From an optimization exercise on the open Yosys and OpenROAD flow, aimed at small area, a short achievable clock period and few clock cycles per item; shortcuts taken in it are not production practice. Power figures rest on the tool's default switching activity, not on a simulated workload.

maple:
==> module enc1750_fmt, before the edit <==
module enc1750_fmt (
    input  wire [38:0] frac,    
    input  wire  [2:0] fsel,    
    input  wire        m39,     
    input  wire        m38,     
    input  wire  [7:0] xe0,     
    input  wire        xinc,    
    input  wire        xdec,    
    output wire [47:0] data
);
    wire c = (fsel[0] & frac[30]) | (fsel[1] & frac[16]) | (fsel[2] & frac[0]);
    wire [37:0] xs = frac[38:1];
    wire [7:0]  xa = xs[37:30];
    wire [13:0] xb = xs[29:16];
    wire [15:0] xc = xs[15:0];
    wire cc = c;
    wire cb = fsel[2] ? (c & (&xc)) : c;
    wire ca = fsel[0] ? c : cb & (&xb);
    wire [15:0] wc;
    wire [13:0] wb;
    wire [7:0]  wa;
    genvar i;
    generate
        for (i = 0; i < 16; i = i + 1) begin : g_c
            if (i == 0) assign wc[i] = xc[i] ^ cc;
            else        assign wc[i] = xc[i] ^ (cc & (&xc[i-1:0]));
        end
        for (i = 0; i < 14; i = i + 1) begin : g_b
            if (i == 0) assign wb[i] = xb[i] ^ cb;
            else        assign wb[i] = xb[i] ^ (cb & (&xb[i-1:0]));
        end
        for (i = 0; i < 8; i = i + 1) begin : g_a
            if (i == 0) assign wa[i] = xa[i] ^ ca;
            else        assign wa[i] = xa[i] ^ (ca & (&xa[i-1:0]));
        end
    endgenerate
    wire ina = fsel[0] | fsel[1] | fsel[2];
    wire inb = fsel[1] | fsel[2];
    wire inc = fsel[2];
    wire [7:0]  ma = wa & {8{ina}};
    wire [13:0] mb = wb & {14{inb}};
    wire [15:0] mc = wc & {16{inc}};
    wire [7:0] flip;
    generate
        for (i = 0; i < 8; i = i + 1) begin : g_e
            if (i == 0) assign flip[i] = xinc | xdec;
            else        assign flip[i] = (xinc & (&xe0[i-1:0])) | (xdec & ~(|xe0[i-1:0]));
        end
    endgenerate
    wire [7:0] xe = xe0 ^ flip;
    assign data = {m39, m38, ma, mb[13:8] | (xe[5:0] & {6{fsel[0]}}), mb[7:0],
                   xe & {8{~fsel[0]}}, mc};
endmodule
==> module fp_encode_1750a, before the edit <==
module fp_encode_1750a (
    input  wire        clk,
    input  wire        rst,
    input  wire        in_valid,
    output wire        in_ready,
    input  wire [63:0] in_value,
    input  wire  [7:0] in_width,
    output wire        out_valid,
    input  wire        out_ready,
    output wire [47:0] out_data,
    output wire  [2:0] out_nbytes,
    output wire  [1:0] out_status
);
    wire [52:0] c_sig;
    wire        c_subn;
    wire  [2:0] c_fsel;
    wire        c_m39, c_m38;
    wire  [7:0] c_xe;
    wire        c_xinc, c_xdec;
    wire        c_nf;
    enc1750_core u_core (
        .value (in_value),
        .width (in_width),
        .sig   (c_sig),
        .subn  (c_subn),
        .fsel  (c_fsel),
        .m39   (c_m39),
        .m38   (c_m38),
        .xe    (c_xe),
        .xinc  (c_xinc),
        .xdec  (c_xdec),
        .nf    (c_nf)
    );
    reg        ov;       
    reg [52:0] sig_q;
    reg  [2:0] fsel_q;
    reg        m39_q, m38_q;
    reg  [7:0] xe_q;
    reg        xinc_q, xdec_q;
    reg        nf_q;
    reg        pend_q;   
    wire pend = (m39_q & sig_q[52]) | (m38_q & ~sig_q[52]);
    wire load = ~ov | (~pend & out_ready);
    assign in_ready  = ~rst & (~ov | (~pend_q & out_ready));
    assign out_valid = ~rst & ov & ~pend_q;
    wire top5z = m39_q ? &sig_q[52:48] : ~|sig_q[52:48];
    always @(posedge clk) begin
        if (rst) begin
            ov     <= 1'b0;
            pend_q <= 1'b0;
        end else if (load) begin
            ov     <= in_valid;
            pend_q <= in_valid & c_subn;
        end else if (pend) begin
            pend_q <= (top5z ? sig_q[47] : sig_q[51]) ~^ m39_q;
        end
    end
    wire sel_ld = load;
    wire sel_s5 = ~load & pend & top5z;
    wire sel_s1 = ~load & pend & ~top5z;
    wire sel_h  = ~load & ~pend;
    wire [52:0] sig_d = ({53{sel_ld}} & c_sig)
                      | ({53{sel_s5}} & {sig_q[47:0], {5{m39_q}}})
                      | ({53{sel_s1}} & {sig_q[51:0], m39_q})
                      | ({53{sel_h}}  & sig_q);
    always @(posedge clk) sig_q <= sig_d;
    always @(posedge clk) begin
        if (load) begin
            fsel_q   <= c_fsel;
            m39_q    <= c_m39;
            m38_q    <= c_m38;
            xe_q     <= c_xe;
            xinc_q   <= c_xinc;
            xdec_q   <= c_xdec;
            nf_q     <= c_nf;
        end
    end
    enc1750_fmt u_fmt (
        .frac(sig_q[51:13]),
        .fsel(fsel_q),
        .m39 (m39_q),
        .m38 (m38_q),
        .xe0 (xe_q),
        .xinc(xinc_q),
        .xdec(xdec_q),
        .data(out_data)
    );
    assign out_status = {nf_q, ~(fsel_q[0] | fsel_q[1] | fsel_q[2] | nf_q)};
    assign out_nbytes = {fsel_q[1] | fsel_q[2], fsel_q[0] | fsel_q[2], 1'b0};
endmodule
Settings: LEC_CHECK=0, ABC_AREA=1, CAP_MARGIN=20, CORE_MARGIN=2, CORE_UTILIZATION=40, CTS_BUF_LIST=sky130_fd_sc_hd__clkbuf_8, SLEW_MARGIN=20; clock period 10.0 ns.
standard.sh (not shown) runs the stock make flow with config.mk's settings and CLKGATE_MAP_FILE= SYNTH_SCRIPT=/design/flow/synth_recipe.tcl, a recipe that flattens the netlist after the stock synthesis.
==> flow/flow/run.sh <==
#!/bin/bash
# The standard layout (standard.sh, the standard flow's own ORFS flow) with four changes:
# the port buffers are sky130_fd_sc_hd__buf_2 cells instead of the delay
# buffers buffer_ports picks by default (every port still gets a buffer),
# timing repair aims for a setup slack of 5.4 ns, clock tree synthesis adds
# no dummy loads, and the request data ports' buffers are made buf_1 after
# global placement (flow/ports.tcl).
set -euo pipefail
export BUFFER_PORTS_ARGS="-buffer_cell sky130_fd_sc_hd__buf_2"
export SETUP_SLACK_MARGIN=5.4
export CTS_ARGS="-sink_clustering_enable -repair_clock_nets -buf_list sky130_fd_sc_hd__clkbuf_8 -dont_use_dummy_load"
export POST_GLOBAL_PLACE_TCL="$PWD/flow/ports.tcl"
bash standard.sh > standard.log 2>&1
==> flow/flow/ports.tcl <==
# After global placement: the buffers of the request data ports (in_value,
# in_width) become sky130_fd_sc_hd__buf_1. Every port keeps its buffer; the
# handshake and reset ports keep buf_2. Timing repair may resize them again.
set block [ord::get_db_block]
set n 0
foreach bterm [$block getBTerms] {
  set name [$bterm getName]
  if {[$bterm getIoType] ne "INPUT"} { continue }
  if {![string match "in_value*" $name] && ![string match "in_width*" $name]} { continue }
  set net [$bterm getNet]
  foreach iterm [$net getITerms] {
    set inst [$iterm getInst]
    if {[[$inst getMaster] getName] eq "sky130_fd_sc_hd__buf_2"} {
      replace_cell [get_cells [$inst getName]] sky130_fd_sc_hd__buf_1
      incr n
    }
  }
}
puts "ports.tcl: $n input buffers resized to buf_1"
### maple -> juniper
--- a/flow/design.v
+++ b/flow/design.v
@@ -16,6 +16,12 @@
     wire cc = c;
     wire cb = fsel[2] ? (c & (&xc)) : c;
     wire ca = fsel[0] ? c : cb & (&xb);
+    wire [15:0] pc; wire [13:0] pb; wire [7:0] pa;
+    assign pc[0] = cc; assign pb[0] = cb; assign pa[0] = ca;
+    genvar j;
+    generate for (j = 1; j < 16; j = j + 1) begin : g_pc assign pc[j] = pc[j-1] & xc[j-1]; end endgenerate
+    generate for (j = 1; j < 14; j = j + 1) begin : g_pb assign pb[j] = pb[j-1] & xb[j-1]; end endgenerate
+    generate for (j = 1; j < 8; j = j + 1) begin : g_pa assign pa[j] = pa[j-1] & xa[j-1]; end endgenerate
     wire [15:0] wc;
     wire [13:0] wb;
     wire [7:0]  wa;
@@ -23,15 +29,15 @@
     generate
         for (i = 0; i < 16; i = i + 1) begin : g_c
             if (i == 0) assign wc[i] = xc[i] ^ cc;
-            else        assign wc[i] = xc[i] ^ (cc & (&xc[i-1:0]));
+            else        assign wc[i] = xc[i] ^ pc[i];
         end
         for (i = 0; i < 14; i = i + 1) begin : g_b
             if (i == 0) assign wb[i] = xb[i] ^ cb;
-            else        assign wb[i] = xb[i] ^ (cb & (&xb[i-1:0]));
+            else        assign wb[i] = xb[i] ^ pb[i];
         end
         for (i = 0; i < 8; i = i + 1) begin : g_a
             if (i == 0) assign wa[i] = xa[i] ^ ca;
-            else        assign wa[i] = xa[i] ^ (ca & (&xa[i-1:0]));
+            else        assign wa[i] = xa[i] ^ pa[i];
         end
     endgenerate
     wire ina = fsel[0] | fsel[1] | fsel[2];
@@ -164,7 +170,7 @@
     wire [52:0] sig_d = ({53{sel_ld}} & c_sig)
                       | ({53{sel_s5}} & {sig_q[47:0], {5{m39_q}}})
                       | ({53{sel_s1}} & {sig_q[51:0], m39_q})
-                      | ({53{sel_h}}  & sig_q);
+                      | ({{40{sel_h}}, 13'd0} & sig_q);
     always @(posedge clk) sig_q <= sig_d;
     always @(posedge clk) begin
         if (load) begin
- juniper closes out successfully: all stages finished, all timing, DRC and antenna checks passed.
- Comparing juniper and maple, the higher placed instance count was measured on maple.
- Comparing power share of the combinational group for juniper and maple, the smaller number came from maple.
- When juniper is set beside maple, its instance area at placement turns out to be about 5.6% larger.
- Taking maple as the reference point, the maximum single-stage delay on the critical path of juniper rises by 0.25 ns.
- NOTE: global-route usage in juniper exceeds that of maple
Function was not checked in any run of this note: the RTL went through the layout flow alone.

-- re-timing with driven ports --
No port has a modelled driver above. Below, the same layouts with a new extraction and two added sets of constraints. Step 1 sets driving cells, clkbuf_16 on the clock port and buf_2 on the other inputs (assumed; they add their load-dependent delay and slew). Step 2 moves the port delays by t, midway between the first and last clock arrival at a register: inputs arrive t later, outputs are due t later. That takes back most of the time a late clock gives input paths. Slacks: ideal ports / drivers / drivers and shift; pairs: ideal ports / drivers.
run | t (ns) | setup slack, ns | worst setup path at the end | worst register clock-pin slew, ns | cell pins on the clock port's net
maple | 0.367 | 5.555 / 5.535 / 5.389 | input to register | 0.08 / 0.08 | 1
juniper | 0.394 | 4.381 / 4.346 / 4.740 | register to output | 0.08 / 0.08 | 1
After both steps every run listed still meets setup and hold. The setup slack of maple, which loses most, moves by -0.020 ns with the drivers and by -0.166 ns with both steps.
